Source: an optimization exercise on an open RTL-to-GDS flow (aim: small area, a short achievable clock period and few clock cycles). Production flows keep margins and buffers that such runs may drop. RTL that was checked went through simulation tests only; none was proved equivalent to the original. Power is estimated from default activity; no workload was simulated.

the previous run:
// symcodec_rx
module symcodec_rx (
    input  wire        clk,
    input  wire        rst,
    input  wire        in_valid,
    output wire        in_ready,
    input  wire [63:0] in_data,     
    input  wire [3:0]  in_groups,   
    input  wire        in_last,     
    output reg         out_valid,
    output reg  [7:0]  out_byte,
    output reg  [2:0]  out_kind,    
    output reg         done,
    output wire [1:0]  res,         
    output wire [3:0]  cause,       
    output wire        chkmis,
    output wire [15:0] clean_bits,
    output wire [15:0] n_bytes,
    output wire [31:0] pre,
    output wire [15:0] len,
    output wire [7:0]  stored_chk,
    output wire [7:0]  calc_chk,
    output wire [15:0] bad_index,
    output wire [5:0]  bad_win
);
Size: ~1,100 cells after synthesis, roughly 180 flip-flops, ~210 I/O pins, roughly 0.0088 sq mm of cells after synthesis.
export LEC_CHECK = 0
export ABC_AREA = 1
export CAP_MARGIN = 20
export CORE_MARGIN = 2
export CORE_UTILIZATION = 50
export SETUP_SLACK_MARGIN = 2.7
export SLEW_MARGIN = 20
create_clock -name core_clock -period 5.0 [get_ports {clk}]
standard.sh (not shown) runs the stock make flow with config.mk's settings and CLKGATE_MAP_FILE= SYNTH_SCRIPT=/design/flow/synth_recipe.tcl, a recipe that flattens the netlist after the stock synthesis.
==> flow/flow/run.sh <==
#!/bin/bash
# Standard ORFS layout (standard.sh: the standard flow's synthesis, floorplan, place, CTS,
# route, finish) with two changes:
#  - the buffers that buffer_ports puts on every input and output port are
#    sky130_fd_sc_hd__buf_1 cells instead of the default pick;
#  - clock tree synthesis builds the tree from clkbuf_4/clkbuf_8 cells and
#    adds no dummy loads to even out the tree.
# The full make output goes to standard.log in this folder; each ORFS step's
# own log stays under orfs/logs/.
set -euo pipefail
export BUFFER_PORTS_ARGS="-buffer_cell sky130_fd_sc_hd__buf_1"
export CTS_ARGS="-sink_clustering_enable -repair_clock_nets -buf_list {sky130_fd_sc_hd__clkbuf_4 sky130_fd_sc_hd__clkbuf_8} -dont_use_dummy_load"
bash standard.sh > standard.log 2>&1
Testbench counts of the previous run, summed over its fixed seeds: cycles 15,365.
The following lists how the current run was set up differently from the previous run:
-- flow/design.v --
<<< the previous run, line 67
                        (c[1] & c[2]) | (c[1] & c[3]) | (c[2] & c[3])) & ~(&c);
            ones4[0] = ^c;
        end
    endfunction
    function eq_sum;
        input [15:0] x;
        input [15:0] k;
        input [15:0] z;
        integer i;
        reg c;
        reg ok;
        begin
            ok = 1'b1;
            c = 1'b0;
            for (i = 0; i < 16; i = i + 1) begin
                ok = ok & (z[i] == (x[i] ^ k[i] ^ c));
                c = (x[i] & k[i]) | ((x[i] | k[i]) & ~z[i]);
            end
            eq_sum = ok & ~c;
        end
    endfunction
>>> the current run, line 67
                        (c[1] & c[2]) | (c[1] & c[3]) | (c[2] & c[3])) & ~(&c);
            ones4[0] = ^c;
        end
    endfunction
<<< the previous run, line 313
        else if (byte_go)
            chk_r <= at_idx[5] ? (new_byte == 8'd0 && len_r[7:0] == 8'd0) :
                                 eq_sum(len_r, 16'd5, {3'd0, byte_cnt});
        aborted   <= ab_nx;
        have_low  <= hl_b ^ g0 ^ g1;
>>> the current run, line 296
        else if (byte_go)
            chk_r <= at_idx[5] ? (new_byte == 8'd0 && len_r[7:0] == 8'd0) :
                                 ({3'd0, byte_cnt} == len_r + 16'd5);
        aborted   <= ab_nx;
        have_low  <= hl_b ^ g0 ^ g1;
[summary]
The current run: flow completed, timing, DRC and antenna clean
Looking at the reports, the previous run completed the entire flow and the layout it produced met the timing, DRC and antenna checks.
The current run falls short of the previous run in design area.
Going from the previous run to the current run, routed wire length now larger; layout overhead on the synthesized area now smaller; detailed placer's ending HPWL now larger; overall power now larger.
Testbench counts of the current run, summed over its fixed seeds: cycles 15,365.


Another version of the RTL of symcodec_rx (not shown whole).
For scale: roughly 1100 cells after synthesis, ~210 I/O pins, ~9300 um^2 of cells after synthesis.
## symcodec_rx
module symcodec_rx (
    input  wire        clk,
    input  wire        rst,
    input  wire        in_valid,
    output wire        in_ready,
    input  wire [63:0] in_data,     
    input  wire [3:0]  in_groups,   
    input  wire        in_last,     
    output reg         out_valid,
    output reg  [7:0]  out_byte,
    output reg  [2:0]  out_kind,    
    output reg         done,
    output wire [1:0]  res,         
    output wire [3:0]  cause,       
    output wire        chkmis,
    output wire [15:0] clean_bits,
    output wire [15:0] n_bytes,
    output wire [31:0] pre,
    output wire [15:0] len,
    output wire [7:0]  stored_chk,
    output wire [7:0]  calc_chk,
    output wire [15:0] bad_index,
    output wire [5:0]  bad_win
);
    localparam [2:0] K_PRE = 3'd0, K_LEN = 3'd1, K_PAY = 3'd2, K_CHK = 3'd3, K_TRAIL = 3'd4;
    function [3:0] nib6;
        input [5:0] c;
        begin
            nib6[3] = c[5];
            nib6[2] = (c[5] & c[3] & ~c[0]) | (c[4] & ~c[2] & ~c[1]) | (c[4] & ~c[0]);
            nib6[1] = (~c[5] & ~c[3] & c[0]) | (c[5] & ~c[3] & ~c[0]) |
                      (c[5] & ~c[2] & ~c[1]) | (c[4] & c[3] & ~c[0]);
            nib6[0] = c[5] ^ c[4] ^ c[1];
        end
    endfunction
    function one3;
        input [2:0] v;
        one3 = (v[0] & ~v[1] & ~v[2]) | (~v[0] & v[1] & ~v[2]) | (~v[0] & ~v[1] & v[2]);
    endfunction
    function two3;
        input [2:0] v;
        two3 = (v[0] & v[1] & ~v[2]) | (v[0] & ~v[1] & v[2]) | (~v[0] & v[1] & v[2]);
    endfunction
    function mapped6;
        input [5:0] c;
        mapped6 = (one3(c[5:3]) & two3(c[2:0]) & ~(c[3] & c[1] & c[0])) |
                  (two3(c[5:3]) & one3(c[2:0]) & ~(c[5] & c[4] & c[2]));
    endfunction
    function [6:0] therm3;
        input [2:0] v;
        begin
            therm3[0] = v[2] | v[1] | v[0];
            therm3[1] = v[2] | v[1];
            therm3[2] = v[2] | (v[1] & v[0]);
            therm3[3] = v[2];
            therm3[4] = v[2] & (v[1] | v[0]);
            therm3[5] = v[2] & v[1];
            therm3[6] = v[2] & v[1] & v[0];
        end
    endfunction
    function [2:0] ones4;
        input [3:0] c;
        begin
            ones4[2] = &c;
            ones4[1] = ((c[0] & c[1]) | (c[0] & c[2]) | (c[0] & c[3]) |
  ...
==> flow/config.mk <==
export PLATFORM = sky130hd
export DESIGN_NAME = symcodec_rx
export DESIGN_NICKNAME = symcodec_rx
export VERILOG_FILES = /design/flow/design.v
export SDC_FILE = /design/flow/constraint.sdc
export NUM_CORES = 4
export LEC_CHECK = 0
export ABC_AREA = 1
export CAP_MARGIN = 20
export CORE_MARGIN = 2
export CORE_UTILIZATION = 50
export SETUP_SLACK_MARGIN = 2.7
export SLEW_MARGIN = 20
==> flow/constraint.sdc <==
create_clock -name core_clock -period 5.0 [get_ports {clk}]
set_input_delay 1.0000 -clock core_clock [delete_from_list [all_inputs] [get_ports {clk}]]
set_output_delay 1.0000 -clock core_clock [all_outputs]
set_load 0.01 [all_outputs]
==> flow/flow/run.sh <==
#!/bin/bash
# Standard ORFS layout (standard.sh: the standard flow's synthesis, floorplan, place, CTS,
# route, finish) with two changes:
#  - the buffers that buffer_ports puts on every input and output port are
#    sky130_fd_sc_hd__buf_1 cells instead of the default pick;
#  - clock tree synthesis builds the tree from clkbuf_8/clkbuf_16 cells and
#    adds no dummy loads to even out the tree.
# The full make output goes to standard.log in this folder; each ORFS step's
# own log stays under orfs/logs/.
set -euo pipefail
export BUFFER_PORTS_ARGS="-buffer_cell sky130_fd_sc_hd__buf_1"
export CTS_ARGS="-sink_clustering_enable -repair_clock_nets -buf_list {sky130_fd_sc_hd__clkbuf_8 sky130_fd_sc_hd__clkbuf_16} -dont_use_dummy_load"
bash standard.sh > standard.log 2>&1
Edit:
--- a/flow/design.v
+++ b/flow/design.v
@@ -224,26 +224,25 @@
     reg        bc_small;     
     reg [15:0] clean_cnt;
     reg [31:0] pre_r;
     reg [15:0] len_r;
     reg [7:0]  xor_r;
     reg [7:0]  stored_r;
-    reg        nok_r;        
+    reg        short_r;      
     reg        mis_r;        
-    reg        c0_r;         
     reg [5:0]  bad_r;        
     reg        chk_r;
     reg         fresh;
     wire        ab_b    = aborted  && !fresh;
     wire        hl_b    = have_low && !fresh;
     wire [12:0] byte_inc  = byte_cnt + 13'd1;
     wire [4:0]  clean_lo  = {1'b0, clean_cnt[3:0]} + {1'b0, s3_n};
     wire [11:0] clean_hi1 = clean_cnt[15:4] + 12'd1;
     wire [15:0] clean_sum = {clean_lo[4] ? clean_hi1 : clean_cnt[15:4], clean_lo[3:0]};
     wire [7:0]  x_b     = fresh ? 8'd0  : xor_r;
-    wire        gc_b    = !nok_r && !fresh;      
+    wire        gc_b    = !short_r && !fresh;    
     wire [5:0] w0 = s3_w[5:0];
     wire [5:0] w1 = s3_w[11:6];
     wire [3:0] d0 = nib6(w0);
     wire [3:0] d1 = nib6(w1);
     wire g0   = s3_g0 && !ab_b;
     wire g1   = s3_g1 && !ab_b;
@@ -260,26 +259,25 @@
     generate
         genvar gi;
         for (gi = 1; gi < 6; gi = gi + 1) begin : g_idx
             assign at_idx[gi] = !fresh && bc_small && byte_cnt[2:0] == gi;
         end
     endgenerate
-    wire        at_chk  = !fresh && nok_r && ge6 && chk_r;
+    wire        at_chk  = !fresh && short_r && ge6 && chk_r;
     reg  [2:0]  kind;
     always @(*) begin
         if (at_pre)      kind = K_PRE;
         else if (at_len) kind = K_LEN;
         else if (gc_b)   kind = K_TRAIL;
         else if (at_chk) kind = K_CHK;
         else             kind = K_PAY;
     end
     wire ab_nx = ab_b || bad;
     wire gc_nx = gc_b || (byte_go && at_chk);
     wire clr   = s3_last && (ab_nx || !gc_nx);
     wire [7:0] wr_byte = clr ? 8'd0 : new_byte;
-    wire       mis_nx  = clr ? 1'b0 : (byte_go && at_chk) ? (new_byte != x_b) : mis_r;
     always @(posedge clk) begin
         if (clr || (byte_go && at_idx[0]))    pre_r[7:0]   <= wr_byte;
         if (clr || (byte_go && at_idx[1]))    pre_r[15:8]  <= wr_byte;
         if (clr || (byte_go && at_idx[2]))    pre_r[23:16] <= wr_byte;
         if (clr || (byte_go && at_idx[3]))    pre_r[31:24] <= wr_byte;
         if (clr || (byte_go && at_idx[4]))    len_r[7:0]   <= wr_byte;
@@ -302,26 +300,28 @@
         if (clr)
             xor_r <= 8'd0;
         else if (byte_go && kind <= K_PAY)
             xor_r <= x_b ^ new_byte;
         else
             xor_r <= x_b;
-        nok_r     <= ab_nx || !gc_nx;
-        mis_r     <= mis_nx;
-        c0_r      <= (!ab_nx && !gc_nx) || mis_nx;
+        short_r   <= !ab_nx && !gc_nx;
+        if (clr)
+            mis_r <= 1'b0;
+        else if (byte_go && at_chk)
+            mis_r <= (new_byte != x_b);
         fresh <= rst || s3_last;
         if (rst) begin
             out_valid <= 1'b0;
             done      <= 1'b0;
         end else begin
             out_valid <= byte_go;
             done      <= s3_last;
         end
     end
-    assign res        = {nok_r, 1'b1};
-    assign cause      = {1'b0, nok_r, mis_r, c0_r};
+    assign res        = {aborted || short_r, 1'b1};
+    assign cause      = {1'b0, aborted || short_r, mis_r, short_r || mis_r};
     assign chkmis     = mis_r;
     assign clean_bits = clean_cnt;
     assign n_bytes    = {3'd0, byte_cnt};
     assign pre        = pre_r;
     assign len        = len_r;
     assign stored_chk = stored_r;
Outcome: Utilization goes down by 0.31 points. Sequential power stays flat. Routed wire length goes down by 2.8%. Sequential cell count goes down by 1. Sequential share of layout area goes up by 0.76 points. Total power goes down by 0.93%. Clock power stays flat. Count of clock-buffer cells in the layout is unchanged. Final cell count goes down by 2.2%.
No functional check of the RTL was part of any run of this note.

## what the ideal ports hide
No port has a modelled driver above. Below, the same layouts with a new extraction and two added sets of constraints. Step 1 (the two cells are an assumption about what drives the block):
set clk [get_ports {clk}]
set_driving_cell -lib_cell sky130_fd_sc_hd__clkbuf_16 $clk
set_driving_cell -lib_cell sky130_fd_sc_hd__buf_2 [delete_from_list [all_inputs] $clk]
Step 2 moves the port delays by t, midway between the first and last clock arrival at a register: inputs arrive t later, outputs are due t later. That takes back most of the time a late clock gives input paths. a / b / c = ideal ports / drivers / drivers and shift; a / b = the first two.
run	t, ns	setup slack, ns	worst setup path after step 2	clock arrival spread, ns	worst data-port slew with drivers (ns)
the previous run	0.479	2.812 / 2.805 / 2.453	input to register	0.053 / 0.052	0.04
the current run	0.485	2.778 / 2.737 / 2.394	input to register	0.049 / 0.048	0.04
the first run of note 2	0.461	2.840 / 2.808 / 2.417	input to register	0.036 / 0.036	0.04
the second run of note 2	0.468	2.727 / 2.680 / 2.489	input to register	0.034 / 0.033	0.04
After both steps setup and hold are still met in every run listed. For the first run of note 2, which loses most, drivers alone change the setup slack by -0.032 ns; drivers and shift together by -0.423 ns.
